What follows belongs to an exercise in optimizing a design on an open flow for small area, a short achievable clock period and few clock cycles per item; a production flow would make more cautious choices.
RTL that was checked went through simulation tests only; none was proved equivalent to the original.
Power and IR drop assume default switching activity.

==> run D <==
Design txmod_shaper, start of the top module:
module txmod_shaper (
    input  wire        clk,
    input  wire        rst,           
    input  wire        in_valid,
    output wire        in_ready,
    input  wire [7:0]  in_byte,
    input  wire        in_lodev,      
    output reg         out_valid,
    input  wire        out_ready,
    output reg  [15:0] out_sample
);
clock: 12.0 ns
lec_check: 0
abc_area: 1
cap_margin: 20
core_margin: 2
core_utilization: 40
place_density: 0.6
slew_margin: 20
standard.sh (not shown) runs the stock make flow with config.mk's settings and CLKGATE_MAP_FILE= SYNTH_SCRIPT=/design/flow/synth_recipe.tcl, a recipe that flattens the netlist after the stock synthesis.
==> flow/flow/run.sh <==
#!/bin/bash
# The standard layout, with timing repair aiming for extra setup slack and
# plain buffers (instead of delay cells) on the ports.
set -euo pipefail
bash standard.sh SETUP_SLACK_MARGIN=8.7 "BUFFER_PORTS_ARGS=-buffer_cell sky130_fd_sc_hd__buf_2" finish > standard_flow.log 2>&1
==> run X: changes against run D <==
--- a/flow/design.v
+++ b/flow/design.v
@@ -439,25 +439,24 @@
         input [26:0] a, b, c;
         begin
             csa[26:0] = a ^ b ^ c;
             csa[2*27-1:27] = {(a[25:0] & b[25:0]) | (a[25:0] & c[25:0]) | (b[25:0] & c[25:0]), 1'b0};
         end
     endfunction
     reg  [7:0] cur_byte;              
     reg        cur_lodev;
-    reg        in_rdy;                
-    wire       have = !in_rdy;
+    reg        have;                  
     reg  [1:0] sidx;                  
     reg        act;                   
     reg  [2:0] phase;                 
     reg  [2:0] x;                     
     reg  [2:0] h  [1:5];              
     reg  [5:1] hv;                    
-    assign in_ready = in_rdy;
+    assign in_ready = !have;
     reg  [1:0] nd;
     always @(*) begin
         case (sidx)
             2'd0: nd = cur_byte[7:6];
             2'd1: nd = cur_byte[5:4];
             2'd2: nd = cur_byte[3:2];
             default: nd = cur_byte[1:0];
         endcase
@@ -474,117 +473,26 @@
         t5 = hv[5] ? tab5({phase, h[5]}) : 27'sd0;
         {c1, s1} = csa(t0, t1, t2);
         {c2, s2} = csa(t3, t4, t5);
         {c3, s3} = csa(s1, c1, s2);
         {c4, s4} = csa(s3, c3, c2);
     end
     reg  [26:0] ps, pc;
     reg         pv;
-    wire [26:0] sh_g0 = ps & pc;
-    wire [26:0] sh_p0 = ps ^ pc;
-    wire sh_G1 = sh_g0[1] | (sh_p0[1] & sh_g0[0]);
-    wire sh_P1 = sh_p0[1] & sh_p0[0];
-    wire sh_G2 = sh_g0[3] | (sh_p0[3] & sh_g0[2]);
-    wire sh_P2 = sh_p0[3] & sh_p0[2];
-    wire sh_G3 = sh_g0[5] | (sh_p0[5] & sh_g0[4]);
-    wire sh_P3 = sh_p0[5] & sh_p0[4];
-    wire sh_G4 = sh_g0[7] | (sh_p0[7] & sh_g0[6]);
-    wire sh_P4 = sh_p0[7] & sh_p0[6];
-    wire sh_G5 = sh_g0[9] | (sh_p0[9] & sh_g0[8]);
-    wire sh_P5 = sh_p0[9] & sh_p0[8];
-    wire sh_G6 = sh_g0[11] | (sh_p0[11] & sh_g0[10]);
-    wire sh_P6 = sh_p0[11] & sh_p0[10];
-    wire sh_G7 = sh_g0[13] | (sh_p0[13] & sh_g0[12]);
-    wire sh_P7 = sh_p0[13] & sh_p0[12];
-    wire sh_G8 = sh_g0[15] | (sh_p0[15] & sh_g0[14]);
-    wire sh_P8 = sh_p0[15] & sh_p0[14];
-    wire sh_G9 = sh_g0[17] | (sh_p0[17] & sh_g0[16]);
-    wire sh_P9 = sh_p0[17] & sh_p0[16];
-    wire sh_G10 = sh_g0[19] | (sh_p0[19] & sh_g0[18]);
-    wire sh_P10 = sh_p0[19] & sh_p0[18];
-    wire sh_G11 = sh_g0[21] | (sh_p0[21] & sh_g0[20]);
-    wire sh_P11 = sh_p0[21] & sh_p0[20];
-    wire sh_G12 = sh_g0[23] | (sh_p0[23] & sh_g0[22]);
-    wire sh_P12 = sh_p0[23] & sh_p0[22];
-    wire sh_G13 = sh_g0[25] | (sh_p0[25] & sh_g0[24]);
-    wire sh_P13 = sh_p0[25] & sh_p0[24];
-    wire sh_G14 = sh_G2 | (sh_P2 & sh_G1);
-    wire sh_P14 = sh_P2 & sh_P1;
-    wire sh_G15 = sh_G4 | (sh_P4 & sh_G3);
-    wire sh_P15 = sh_P4 & sh_P3;
-    wire sh_G16 = sh_G6 | (sh_P6 & sh_G5);
-    wire sh_P16 = sh_P6 & sh_P5;
-    wire sh_G17 = sh_G8 | (sh_P8 & sh_G7);
-    wire sh_P17 = sh_P8 & sh_P7;
-    wire sh_G18 = sh_G10 | (sh_P10 & sh_G9);
-    wire sh_P18 = sh_P10 & sh_P9;
-    wire sh_G19 = sh_G12 | (sh_P12 & sh_G11);
-    wire sh_P19 = sh_P12 & sh_P11;
-    wire sh_G20 = sh_G15 | (sh_P15 & sh_G14);
-    wire sh_P20 = sh_P15 & sh_P14;
-    wire sh_G21 = sh_G17 | (sh_P17 & sh_G16);
-    wire sh_P21 = sh_P17 & sh_P16;
-    wire sh_G22 = sh_G19 | (sh_P19 & sh_G18);
-    wire sh_P22 = sh_P19 & sh_P18;
-    wire sh_G23 = sh_G21 | (sh_P21 & sh_G20);
-    wire sh_P23 = sh_P21 & sh_P20;
-    wire sh_G24 = sh_G22 | (sh_P22 & sh_G23);
-    wire sh_P24 = sh_P22 & sh_P23;
-    wire sh_G25 = sh_G16 | (sh_P16 & sh_G20);
-    wire sh_P25 = sh_P16 & sh_P20;
-    wire sh_G26 = sh_G18 | (sh_P18 & sh_G23);
-    wire sh_P26 = sh_P18 & sh_P23;
-    wire sh_G27 = sh_G3 | (sh_P3 & sh_G14);
-    wire sh_P27 = sh_P3 & sh_P14;
-    wire sh_G28 = sh_G5 | (sh_P5 & sh_G20);
-    wire sh_P28 = sh_P5 & sh_P20;
-    wire sh_G29 = sh_G7 | (sh_P7 & sh_G25);
-    wire sh_P29 = sh_P7 & sh_P25;
-    wire sh_G30 = sh_G9 | (sh_P9 & sh_G23);
-    wire sh_P30 = sh_P9 & sh_P23;
-    wire sh_G31 = sh_G11 | (sh_P11 & sh_G26);
-    wire sh_P31 = sh_P11 & sh_P26;
-    wire sh_G32 = sh_G13 | (sh_P13 & sh_G24);
-    wire sh_P32 = sh_P13 & sh_P24;
-    wire sh_G33 = sh_g0[2] | (sh_p0[2] & sh_G1);
-    wire sh_P33 = sh_p0[2] & sh_P1;
-    wire sh_G34 = sh_g0[4] | (sh_p0[4] & sh_G14);
-    wire sh_P34 = sh_p0[4] & sh_P14;
-    wire sh_G35 = sh_g0[6] | (sh_p0[6] & sh_G27);
-    wire sh_P35 = sh_p0[6] & sh_P27;
-    wire sh_G36 = sh_g0[8] | (sh_p0[8] & sh_G20);
-    wire sh_P36 = sh_p0[8] & sh_P20;
-    wire sh_G37 = sh_g0[10] | (sh_p0[10] & sh_G28);
-    wire sh_P37 = sh_p0[10] & sh_P28;
-    wire sh_G38 = sh_g0[12] | (sh_p0[12] & sh_G25);
-    wire sh_P38 = sh_p0[12] & sh_P25;
-    wire sh_G39 = sh_g0[14] | (sh_p0[14] & sh_G29);
-    wire sh_P39 = sh_p0[14] & sh_P29;
-    wire sh_G40 = sh_g0[16] | (sh_p0[16] & sh_G23);
-    wire sh_P40 = sh_p0[16] & sh_P23;
-    wire sh_G41 = sh_g0[18] | (sh_p0[18] & sh_G30);
-    wire sh_P41 = sh_p0[18] & sh_P30;
-    wire sh_G42 = sh_g0[20] | (sh_p0[20] & sh_G26);
-    wire sh_P42 = sh_p0[20] & sh_P26;
-    wire sh_G43 = sh_g0[22] | (sh_p0[22] & sh_G31);
-    wire sh_P43 = sh_p0[22] & sh_P31;
-    wire sh_G44 = sh_g0[24] | (sh_p0[24] & sh_G24);
-    wire sh_P44 = sh_p0[24] & sh_P24;
-    wire sh_G45 = sh_g0[26] | (sh_p0[26] & sh_G32);
-    wire sh_P45 = sh_p0[26] & sh_P32;
-    wire [16:0] sh = {sh_p0[26] ^ sh_G32, sh_p0[25] ^ sh_G44, sh_p0[24] ^ sh_G24, sh_p0[23] ^ sh_G43, sh_p0[22] ^ sh_G31, sh_p0[21] ^ sh_G42, sh_p0[20] ^ sh_G26, sh_p0[19] ^ sh_G41, sh_p0[18] ^ sh_G30, sh_p0[17] ^ sh_G40, sh_p0[16] ^ sh_G23, sh_p0[15] ^ sh_G39, sh_p0[14] ^ sh_G29, sh_p0[13] ^ sh_G38, sh_p0[12] ^ sh_G25, sh_p0[11] ^ sh_G37, sh_p0[10] ^ sh_G28};
+    wire [26:0] psum = ps + pc;
+    wire [16:0] sh = psum[26:10];
     wire [15:0] sample = (sh[16] != sh[15]) ? {sh[16], {15{!sh[16]}}} : sh[15:0];
     wire en      = !out_valid || out_ready;    
     wire advance = act && en;
     wire last    = (phase == 3'd4);
     wire take    = have && (!act || (advance && last));
     always @(posedge clk) begin
         if (rst) begin
-            in_rdy    <= 1'b1;
+            have      <= 1'b0;
             act       <= 1'b0;
             sidx      <= 2'd0;
             phase     <= 3'd0;
             hv        <= 5'd0;
             out_valid <= 1'b0;
             pv        <= 1'b0;
         end else begin
             if (en) begin
@@ -600,20 +508,20 @@
                 end else begin
                     phase <= phase + 3'd1;
                 end
             end
             if (take) begin
                 act  <= 1'b1;
                 sidx <= sidx + 2'd1;
                 if (sidx == 2'd3)
-                    in_rdy <= 1'b1;
+                    have <= 1'b0;
             end
             if (in_valid && !have) begin
-                in_rdy <= 1'b0;
+                have <= 1'b1;
                 sidx <= 2'd0;
             end
         end
     end
     always @(posedge clk) begin
         if (in_valid && !have) begin
             cur_byte  <= in_byte;
             cur_lodev <= in_lodev;
==> flow/flow/run.sh (replaced) <==
#!/bin/bash
# The standard layout, with timing repair aiming for extra setup slack.
set -euo pipefail
bash standard.sh SETUP_SLACK_MARGIN=8.4 finish > standard_flow.log 2>&1
==> run P: changes against run D <==
--- a/flow/design.v
+++ b/flow/design.v
@@ -470,22 +470,23 @@
         t1 = hv[1] ? tab1({phase, h[1]}) : 27'sd0;
         t2 = hv[2] ? tab2({phase, h[2]}) : 27'sd0;
         t3 = hv[3] ? tab3({phase, h[3]}) : 27'sd0;
         t4 = hv[4] ? tab4({phase, h[4]}) : 27'sd0;
         t5 = hv[5] ? tab5({phase, h[5]}) : 27'sd0;
         {c1, s1} = csa(t0, t1, t2);
         {c2, s2} = csa(t3, t4, t5);
         {c3, s3} = csa(s1, c1, s2);
-        {c4, s4} = csa(s3, c3, c2);
     end
-    reg  [26:0] ps, pc;
+    reg  [26:0] pa, pb, pd;
     reg         pv;
-    wire [26:0] sh_g0 = ps & pc;
-    wire [26:0] sh_p0 = ps ^ pc;
+    reg  [26:0] qs, qc;
+    always @(*) {qc, qs} = csa(pa, pb, pd);
+    wire [26:0] sh_g0 = qs & qc;
+    wire [26:0] sh_p0 = qs ^ qc;
     wire sh_G1 = sh_g0[1] | (sh_p0[1] & sh_g0[0]);
     wire sh_P1 = sh_p0[1] & sh_p0[0];
     wire sh_G2 = sh_g0[3] | (sh_p0[3] & sh_g0[2]);
     wire sh_P2 = sh_p0[3] & sh_p0[2];
     wire sh_G3 = sh_g0[5] | (sh_p0[5] & sh_g0[4]);
     wire sh_P3 = sh_p0[5] & sh_p0[4];
     wire sh_G4 = sh_g0[7] | (sh_p0[7] & sh_g0[6]);
     wire sh_P4 = sh_p0[7] & sh_p0[6];
@@ -614,18 +615,19 @@
         end
     end
     always @(posedge clk) begin
         if (in_valid && !have) begin
             cur_byte  <= in_byte;
             cur_lodev <= in_lodev;
         end
         if (en) begin
-            ps         <= s4;
-            pc         <= c4;
+            pa         <= s3;
+            pb         <= c3;
+            pd         <= c2;
             out_sample <= sample;
         end
         if (advance && last) begin
             h[5] <= h[4];
             h[4] <= h[3];
             h[3] <= h[2];
             h[2] <= h[1];
             h[1] <= x;
==> flow/flow/run.sh (replaced) <==
#!/bin/bash
# The standard layout, with timing repair aiming for extra setup slack and
# plain buffers (instead of delay cells) on the ports.
set -euo pipefail
bash standard.sh SETUP_SLACK_MARGIN=8.5 "BUFFER_PORTS_ARGS=-buffer_cell sky130_fd_sc_hd__buf_2" finish > standard_flow.log 2>&1
--- a/flow/config.mk
+++ b/flow/config.mk
@@ -4,10 +4,11 @@
 export VERILOG_FILES = /design/flow/design.v
 export SDC_FILE = /design/flow/constraint.sdc
 export NUM_CORES = 4
 export LEC_CHECK = 0
 export ABC_AREA = 1
 export CAP_MARGIN = 20
 export CORE_MARGIN = 2
 export CORE_UTILIZATION = 40
+export CTS_BUF_LIST = sky130_fd_sc_hd__clkbuf_8
 export PLACE_DENSITY = 0.6
 export SLEW_MARGIN = 20
==> summary of the runs <==
Of run P and run D, run D has the higher global-route usage (gap 4.5 points). Of run P and run D, run P has the higher sequential cell count (gap 28). Synthesized area: run D < run X < run P. First-iteration DRC count: run D is larger than run P (about 20%). Register-to-register slack: run P > run D > run X. Between run P and run D, the lower sequential power is in run D (gap 24%, measured against run D). The lowest combinational power belongs to run P, the highest to run D. Via count: run D is larger than run P (8.7%). Sequential share of layout area, highest first: run P, run X, run D. Clock skew: run P > run X > run D.
Testbench counts of run X, summed over its fixed seeds: cycles 38,432, samples 38,400.
Testbench counts of run P, summed over its fixed seeds: cycles 38,432, samples 38,400.
The RTL of run D was laid out without a check of its function.

## port drivers added, routing unchanged
The results above use ideal ports. As a check the final layouts listed here were re-extracted and re-timed, cells and wires unchanged.
Step 1 sets driving cells, clkbuf_16 on the clock port and buf_2 on the other inputs (assumed; they add their load-dependent delay and slew).
Step 2 adds t to the input delays and takes it off the output delays; t is the mean of the earliest and latest rising clock arrival at the registers after step 1. Input paths then give back, and output paths get back, about the clock's delay inside the block.
Slacks: ideal / step 1 / step 2; pairs: ideal / step 1.
run	t, ns	setup slack, ns	slew at the worst register clock pin (ns)
run D	0.412	8.441 / 8.441 / 8.434	0.09 / 0.09
run X	0.416	8.350 / 8.350 / 8.181	0.09 / 0.09
run P	0.499	8.519 / 8.519 / 8.170	0.11 / 0.11
After both steps setup and hold are still met in every run listed. For run P, which loses most, drivers alone change the setup slack by 0.000 ns; drivers and shift together by -0.349 ns.
